Source: an optimization exercise on an open RTL-to-GDS flow (aim: small area, a short achievable clock period and few clock cycles per item). Production flows keep margins and buffers that such runs may drop.
Function was checked by simulation only, so behaviour that the tests miss may differ from the original.
Power is estimated from default activity; no workload was simulated.

$ cat config.mk
export PLATFORM = sky130hd
export DESIGN_NAME = crc15_frame_engine
export DESIGN_NICKNAME = crc15_frame_engine
export VERILOG_FILES = /design/flow/design.v
export SDC_FILE = /design/flow/constraint.sdc
export NUM_CORES = 4
export LEC_CHECK = 0
export CAP_MARGIN = 20
export CORE_MARGIN = 2
export CORE_UTILIZATION = 40
export SLEW_MARGIN = 20
$ cat constraint.sdc
create_clock -name core_clock -period 10.0 [get_ports {clk}]
set_input_delay 2.0000 -clock core_clock [delete_from_list [all_inputs] [get_ports {clk}]]
set_output_delay 2.0000 -clock core_clock [all_outputs]
set_load 0.01 [all_outputs]
$ cat design.v
module crc15_frame_engine (
    input  wire        clk,
    input  wire        rst,           
    input  wire [81:0] cw,            
    output wire        o_busy,
    output wire [14:0] o_crc,
    output wire        o_f_valid,
    output wire [10:0] o_f_id,
    output wire [3:0]  o_f_dlc,
    output wire [63:0] o_f_data,
    output wire [14:0] o_f_crc,
    output wire        o_err_len,
    output wire        o_err_sticky,
    output wire [15:0] o_rpm,
    output wire [7:0]  o_speed,
    output wire [6:0]  o_throttle,
    output wire        o_brake,
    output wire [7:0]  o_coolant,
    output wire [7:0]  o_steer,
    output wire [1:0]  o_phase
);
    localparam [14:0] POLY = 15'h4599;
    localparam [2:0] OP_CLR   = 3'd1;
    localparam [2:0] OP_BIT   = 3'd2;
    localparam [2:0] OP_BUILD = 3'd3;
    localparam [2:0] OP_TICK  = 3'd4;
    localparam [1:0] PH_IDLE   = 2'd0;
    localparam [1:0] PH_ACCEL  = 2'd1;
    localparam [1:0] PH_CRUISE = 2'd2;
    localparam [1:0] PH_BRAKE  = 2'd3;
    reg [14:0] crc;
    reg [12:0] rpm;
    reg [7:0]  speed;
    reg [6:0]  throttle;
    reg        brake;
    reg [6:0]  coolant;
    reg [10:0] f_id;
    reg [3:0]  f_dlc;
    reg [63:0] f_data;
    reg [14:0] f_crc;
    reg        f_valid;
    reg [1:0]  phase;
    reg [3:0]  ticks;
    reg [2:0]  idx;
    reg        err_len;
    reg        err_sticky;
    function [14:0] crc_step;
        input [14:0] c;
        input        b;
        begin
            crc_step = {c[13:0], 1'b0} ^ ((b ^ c[14]) ? POLY : 15'h0000);
        end
    endfunction
    wire [2:0]  op      = cw[81:79];
    wire [3:0]  b_dlc   = cw[67:64];
    wire        t_man   = cw[9];
    wire        t_accel = cw[8];
    wire        t_brk   = cw[7];
    wire [6:0]  t_thr   = cw[6:0];
    wire is_build = (op == OP_BUILD);
    wire is_tick  = (op == OP_TICK);
    wire bad_len  = b_dlc[3] & (b_dlc[2:0] != 3'd0);
    wire do_build = is_build & ~bad_len;
    wire do_frame = do_build | is_tick;
    wire [7:0] keep = b_dlc[3] ? 8'hFF : (8'hFF << (4'd8 - {1'b0, b_dlc[2:0]}));
    reg  [63:0] b_masked;
    integer i;
    always @(*) begin
        for (i = 0; i < 8; i = i + 1)
            b_masked[63 - 8*i -: 8] = keep[7 - i] ? cw[63 - 8*i -: 8] : 8'h00;
    end
    reg [12:0] n_rpm;
    reg [7:0]  n_speed;
    reg [6:0]  n_throttle;
    reg        n_brake;
    reg [1:0]  n_phase;
    reg [3:0]  n_ticks;
    reg        ph_exit;
    wire [6:0]  thr_acc  = (throttle >= 7'd70) ? 7'd80 : throttle + 7'd10;
    wire [6:0]  thr_man  = (t_thr > 7'd100) ? 7'd100 : t_thr;
    wire [6:0]  thr_lin  = t_man ? thr_man : thr_acc;
    wire [12:0] rpm_lin  = 13'd850 + thr_lin * 6'd50;
    wire [12:0] rpm_b300 = (rpm >= 13'd1150) ? rpm - 13'd300 : 13'd850;
    wire [12:0] rpm_b100 = (rpm >= 13'd950)  ? rpm - 13'd100 : 13'd850;
    wire [7:0]  spd_b10  = (speed >= 8'd10) ? speed - 8'd10 : 8'd0;
    wire [7:0]  spd_b2   = (speed >= 8'd2)  ? speed - 8'd2  : 8'd0;
    wire [7:0]  spd_acc  = (speed >= 8'd95) ? ((speed >= 8'd100) ? speed : 8'd100) : speed + 8'd5;
    wire [2:0]  spd_inc  = (thr_man >= 7'd100) ? 3'd5 : (thr_man >= 7'd80) ? 3'd4 :
                           (thr_man >= 7'd60)  ? 3'd3 : (thr_man >= 7'd40) ? 3'd2 :
                           (thr_man >= 7'd20)  ? 3'd1 : 3'd0;
    wire [8:0]  spd_sum  = speed + spd_inc;
    wire [7:0]  spd_man  = (spd_sum > 9'd200) ? 8'd200 : spd_sum[7:0];
    always @(*) begin
        n_rpm      = rpm;
        n_speed    = speed;
        n_throttle = throttle;
        n_brake    = brake;
        n_phase    = phase;
        n_ticks    = ticks + 4'd1;
        ph_exit    = 1'b0;
        if (!t_man) begin
            case (phase)
                PH_IDLE: begin
                    n_rpm      = 13'd850;
                    n_throttle = 7'd0;
                    n_brake    = 1'b1;
                    ph_exit    = (ticks >= 4'd5);
                end
                PH_ACCEL: begin
                    n_throttle = thr_acc;
                    n_rpm      = rpm_lin;
                    n_speed    = spd_acc;
                    n_brake    = 1'b0;
                    ph_exit    = (speed >= 8'd95);
                end
                PH_CRUISE: begin
                    n_throttle = 7'd30;
                    n_rpm      = 13'd2350;
                    n_brake    = 1'b0;
                    ph_exit    = (ticks >= 4'd10);
                end
                default: begin
                    n_throttle = 7'd0;
                    n_brake    = 1'b1;
                    n_rpm      = rpm_b300;
                    n_speed    = spd_b10;
                    ph_exit    = (speed <= 8'd10);
                end
            endcase
            if (ph_exit) begin
                n_phase = phase + 2'd1;
                n_ticks = 4'd0;
            end
        end else begin
            n_phase = PH_BRAKE;
            n_ticks = 4'd0;
            if (t_brk) begin
                n_throttle = 7'd0;
                n_brake    = 1'b1;
                n_rpm      = rpm_b300;
                n_speed    = spd_b10;
            end else if (t_accel) begin
                n_throttle = thr_man;
                n_rpm      = rpm_lin;
                n_speed    = spd_man;
                n_brake    = 1'b0;
            end else begin
                n_throttle = 7'd0;
                n_brake    = 1'b0;
                n_rpm      = rpm_b100;
                n_speed    = spd_b2;
            end
        end
    end
    wire [6:0] n_coolant = (coolant < 7'd90) ? coolant + 7'd1 : coolant;
    reg [10:0] s_id;
    reg [3:0]  s_dlc;
    reg [15:0] s_pay;
    always @(*) begin
        case (idx)
            3'd0:    begin s_id = 11'h0C0; s_dlc = 4'd2; s_pay = {3'b000, n_rpm}; end
            3'd1:    begin s_id = 11'h0D0; s_dlc = 4'd1; s_pay = {n_speed, 8'h00}; end
            3'd2:    begin s_id = 11'h0E0; s_dlc = 4'd2; s_pay = {1'b0, n_throttle, 7'b0, n_brake}; end
            3'd3:    begin s_id = 11'h0F0; s_dlc = 4'd1; s_pay = {1'b0, n_coolant, 8'h00}; end
            default: begin s_id = 11'h100; s_dlc = 4'd1; s_pay = 16'h0000; end
        endcase
    end
    wire [2:0] n_idx = (idx == 3'd4) ? 3'd0 : idx + 3'd1;
    wire [30:0] t_al = s_dlc[1] ? {s_id, s_dlc, s_pay} : {8'h00, s_id, s_dlc, s_pay[15:8]};
    wire [142:0] b_sh = {64'd0, cw[78:0]} << {b_dlc, 3'b000};
    wire [78:0]  b_al = b_sh[142:64];
    wire [78:0] al = is_tick ? {48'd0, t_al} : b_al;
    wire [14:0] crc_new;
    assign crc_new[0] = ^(al & 79'h58cce61b2862283a5edf);
    assign crc_new[1] = ^(al & 79'h3199cc3650c45074bdbe);
    assign crc_new[2] = ^(al & 79'h6333986ca188a0e97b7c);
    assign crc_new[3] = ^(al & 79'h1eabd6c26b7369e8a827);
    assign crc_new[4] = ^(al & 79'h659b4b9ffe84fbeb0e91);
    assign crc_new[5] = ^(al & 79'h4b36973ffd09f7d61d22);
    assign crc_new[6] = ^(al & 79'h166d2e7ffa13efac3a44);
    assign crc_new[7] = ^(al & 79'h7416bae4dc45f7622a57);
    assign crc_new[8] = ^(al & 79'h30e193d290e9c6fe0a71);
    assign crc_new[9] = ^(al & 79'h61c327a521d38dfc14e2);
    assign crc_new[10] = ^(al & 79'h1b4aa9516bc533c2771b);
    assign crc_new[11] = ^(al & 79'h369552a2d78a6784ee36);
    assign crc_new[12] = ^(al & 79'h6d2aa545af14cf09dc6c);
    assign crc_new[13] = ^(al & 79'h5a554a8b5e299e13b8d8);
    assign crc_new[14] = ^(al & 79'h6c66730d9431141d2f6f);
    always @(posedge clk) begin
        if (rst) begin
            crc        <= 15'h0000;
            rpm        <= 13'd850;
            speed      <= 8'd0;
            throttle   <= 7'd0;
            brake      <= 1'b1;
            coolant    <= 7'd20;
            f_id       <= 11'd0;
            f_dlc      <= 4'd0;
            f_data     <= 64'd0;
            f_crc      <= 15'd0;
            f_valid    <= 1'b0;
            phase      <= PH_IDLE;
            ticks      <= 4'd0;
            idx        <= 3'd0;
            err_len    <= 1'b0;
            err_sticky <= 1'b0;
        end else begin
            f_valid <= do_frame;
            err_len <= is_build & bad_len;
            if (is_build & bad_len)
                err_sticky <= 1'b1;
            if (op == OP_CLR)
                crc <= 15'h0000;
            else if (op == OP_BIT)
                crc <= crc_step(crc, cw[0]);
            else if (do_frame)
                crc <= crc_new;
            if (do_frame) begin
                f_crc <= crc_new;
                if (is_tick) begin
                    f_id   <= s_id;
                    f_dlc  <= s_dlc;
                    f_data <= {s_dlc[1] ? s_pay : {s_pay[15:8], 8'h00}, 48'd0};
                end else begin
                    f_id   <= cw[78:68];
                    f_dlc  <= b_dlc;
                    f_data <= b_masked;
                end
            end
            if (is_tick) begin
                rpm      <= n_rpm;
                speed    <= n_speed;
                throttle <= n_throttle;
                brake    <= n_brake;
                coolant  <= n_coolant;
                phase    <= n_phase;
                ticks    <= n_ticks;
                idx      <= n_idx;
            end
        end
    end
    assign o_busy       = 1'b0;
    assign o_crc        = crc;
    assign o_f_valid    = f_valid;
    assign o_f_id       = f_id;
    assign o_f_dlc      = f_dlc;
    assign o_f_data     = f_data;
    assign o_f_crc      = f_crc;
    assign o_err_len    = err_len;
    assign o_err_sticky = err_sticky;
    assign o_rpm        = {3'b000, rpm};
    assign o_speed      = speed;
    assign o_throttle   = throttle;
    assign o_brake      = brake;
    assign o_coolant    = {1'b0, coolant};
    assign o_steer      = 8'd0;
    assign o_phase      = phase;
endmodule
$ cat run.sh
#!/bin/bash
# synth_recipe.tcl (not shown) runs the flow's synth.tcl, then flattens the netlist and writes it again
# the make line also repeats each setting of config.mk as NAME=value (left out here)
make -C /OpenROAD-flow-scripts/flow DESIGN_CONFIG=/design/flow/config.mk WORK_HOME=/design/flow/orfs CLKGATE_MAP_FILE= SYNTH_SCRIPT=/design/flow/synth_recipe.tcl finish
==> flow_summary.toml <==
[floorplanning]
die_h_um = 218
ios = 247
start_util_pct = 40.4
dieArea_sq_um = 47400
core_area_sq_um = 45200
die_w_um = 218
core.rowCount = 78

[sta]
finalSetupViolCount = 0
slew_viol_final = 0
fmax_ghz = 0.116
rsz0062_at_grt = "false"
slew_headroom_pct = 25.9
period_needed_ps = 8640
finalSetupTns_ps = 0
finalHoldViolCount = 0
clock_skew_ps = 8.47
finalCritPeriodShare_pct = 86.4
fin_ws_ps = 1360
worst_pin_slew_ps = 1100

[global_routing]
use_met3_pct = 6.83
antenna_found_initial = 0
grt_use_met1_pct = 45.3
grt_most_used_layer = "met2"
grt_max_degree = 84
grt_pass1_vias = 18173
gr-usage-met2_pct = 50.5
track_usage_pct = 33.3
overflow = 0
grt_pass1_wl_um = 119000

[clock_network]
clock_sinks = 157
cts_tree = "built"
path_clk_slew_ps = 60
cts-root-buf = "clkbuf_16"
hold_buffers = 0
worstSkewPairLatency_ps = 470
cts_buffers = 17
ctsResizeCount = 0
cts_setup_buffers = 0
htree_levels = 4
clockBufferDepth = 2

[yosys]
avgSynthCellArea_sq_um = 7.87
ys_seq_area_share_pct = 17.2
synthArstFlopShare_pct = 0
synth_edf_count = 0
yosys_most_used_dff = "dfxtp_1"
ys_types = 105
yosys_warnings = 1
netlist_area_sq_um = 18300
syn_inst = 2319
synth_seq_cells = 157

[critical_path]
path_common_cell = "ha_1"
endpoint_kind = "flip-flop"
cpPeakStageDelay_ps = 950
critical_path.cell_chain = "clkdlybuf4s50_1 -> nand2_1 -> o21bai_1 -> a22o_1 -> ha_1 -> ha_1 -> inv_1 -> fa_1 -> inv_1 -> ha_1 -> nor2b_1 -> o31ai_1 -> a21oi_1 -> a311oi_1 -> a211oi_1 -> xnor2_1 -> o21ai_0 -> a31oi_1 -> o21ai_1 -> xnor3_1 -> xnor3_1 -> nand2_1 -> a21oi_1"
worstPathRequired_ps = 10330
crit_type = "in -> reg"
start_kind = "primary input"
worst_ep_arrival_time_ps = 8970
crit_fanout = 15
slowest_stage = "clkdlybuf4s50_1"

[place]
dp.cells = 3003
dp_hpwl_um = 62400
port_buffers = 233
place.gp.congestion = 1.01
place_ws_ps = 1030

[hold_path]
hp-class = "reg -> reg"

[power_and_ir_drop]
switchingPower_w = 0.00172
seqPwrFrac_pct = 19.3
p_int_w = 0.00226
power_density_nw_per_um2 = 187
pwr-share-comb_pct = 64.8
switching_share_pct = 43.2
ir_worst_vdd_mv = 0.135
leakagePower_nw = 7.73
p_clk_share_pct = 15.9

[drt]
ant_nets = 0
dr.first_iter.drc_count = 2692
routed_via_density = 6.36
drc = 0
wl_per_cell_um = 26.7
drt_wl_total_um = 81100
num_vias = 19313
dr.pass1.iters = 7

[cells_and_area]
layout.cells.non_filler = 3038
area_growth_pct = 16.3
drive_above_1_share_pct = 8.01
nets = 2564

[job]
drv_cap = 0

[outcome]
outcome = "finished clean"
-- cell type report --
type | count | area, sq um
well taps | 600 | 751
repair buffers | 267 | 2560
clock inverters | 10 | 82.6
inverters | 52 | 195
multi-input cells | 1927 | 14000
fillers | 4521 | 23900
clock buffers | 22 | 464
diodes | 3 | 7.51
flip-flops and latches | 157 | 3140
-- stage by stage --
step | util (%) | cell area [sq um] | power (W) | hold slack (ps)
CTS | 47.0 | 21200 | 0.00396 | 462
floorplan | - | 18300 | 0.00266 | 469
global placement | 45.8 | 20700 | 0.00330 | 447
finish | 47.0 | 21200 | 0.00398 | 461
global route | 47.0 | 21200 | 0.00419 | 485
detailed placement | 45.8 | 20700 | 0.00332 | 453
-- worst max-delay path: cells and delay by family --
kind            cells  cell delay [ps]
compound gates     10             2990
simple gates        3              500
buf+inv             3             1040
fa+ha+maj           4             1400
xor+xnor            3             1020
-- metal layers --
layer,wire (um),vias up,part of all wire (%)
met1,33600,9193,41
met5,0,-,0
met4,3950,0,4.9
met2,34700,1294,43
met3,8740,212,11
li1,-,8614,-
-- registers in the layout, indices dropped and copies added (netlist names), 2 cells and up --
signal / cells
f_data: 64
crc: 15
f_crc: 15
rpm: 13
f_id: 11
speed: 8
coolant: 7
throttle: 7
f_dlc: 4
ticks: 4
idx: 3
phase: 2
-- worst paths after layout --
check	startpoint	end	slack [ps]	depth (start not counted)
max	cw[6]	f_crc[12]	1360	23
max reg2reg	throttle[1]	f_crc[12]	3000	23
min reg2reg	f_crc[13]	f_crc[13]	460	2
min	f_crc[13]	f_crc[13]	460	2
-- power groups by stage --
stage / Sequential [W] / Combinational [W] / Clock (W)
after floorplan: 0.000784 / 0.00187 / 0
after global placement: 0.000782 / 0.00252 / 0
after detailed placement: 0.000781 / 0.00254 / 0
after CTS: 0.000767 / 0.00255 / 0.000639
after global routing: 0.000778 / 0.00275 / 0.000663
final: 0.000769 / 0.00258 / 0.000634
-- placed cells by master (no fill, tap or decap), drive strengths merged, types with 32 or more instances in the layout --
master and count:
xor2 76, nor2 228, dfxtp 157, mux2i 77, o21ai 114, a211oi 36, mux2 32, xnor2 248
clkdlybuf4s50 226, nand2 212, nor3 50, buf 41, a21oi 153, a22oi 74, nand3 41, ha 55
inv 55
-- cells in the mapped netlist, types with 21 or more instances --
library cell	number	area, sq um
a31oi_1	26	163
nand2b_1	29	181
xnor3_1	24	541
o21ai_1	21	105
nor3_1	50	250
xor2_1	73	639
buf_4	26	195
mux4_2	30	676
nand3_1	41	205
mux2i_1	76	761
a21oi_1	152	761
o21ai_0	89	445
ha_1	55	688
inv_1	47	176
a22oi_1	74	556
nand2_1	211	792
xnor2_1	245	2150
clkbuf_1	108	405
nor2b_1	31	194
o22ai_1	25	156
buf_2	36	180
nor2_1	228	856
mux2_2	29	327
dfxtp_1	157	3140
a211oi_1	34	255
-- kinds of logic after synthesis --
| group | count (synthesis) | share of synthesized area [%] |
|---|---|---|
| adders and majority gates | 58 | 4.10 |
| and+or+nand+nor | 696 | 17.7 |
| muxes | 139 | 9.91 |
| buffers and inverters | 247 | 6.27 |
| other | 1 | 0.0205 |
| AOI/OAI and AO/OA | 670 | 25.7 |
| xor gates and xnor gates | 351 | 19.1 |
| DFF | 157 | 17.2 |
Testbench counts, summed over its fixed seeds: cycles 4,800, items 4,800.

-- port drivers added, routing unchanged --
The results above use ideal ports. As a check the final layout listed here was re-extracted and re-timed, cells and wires unchanged.
Step 1, drivers: a clkbuf_16 drives clk and a buf_2 each remaining input, both assumed.
Step 2 adds t to the input delays and takes it off the output delays; t is the mean of the earliest and latest rising clock arrival at the registers after step 1. Input paths then give back, and output paths get back, about the clock's delay inside the block.
Slacks: ideal ports / drivers / drivers and shift; pairs: ideal ports / drivers.
t (ns): 0.520
slack for setup (ns): 1.362 / 1.364 / 0.844
worst setup path after step 2: input to register
worst register clock-pin slew, ns: 0.07 / 0.07
After both steps this run still meets setup and hold. The setup slack of this run moves by +0.002 ns with the drivers and by -0.518 ns with both steps.
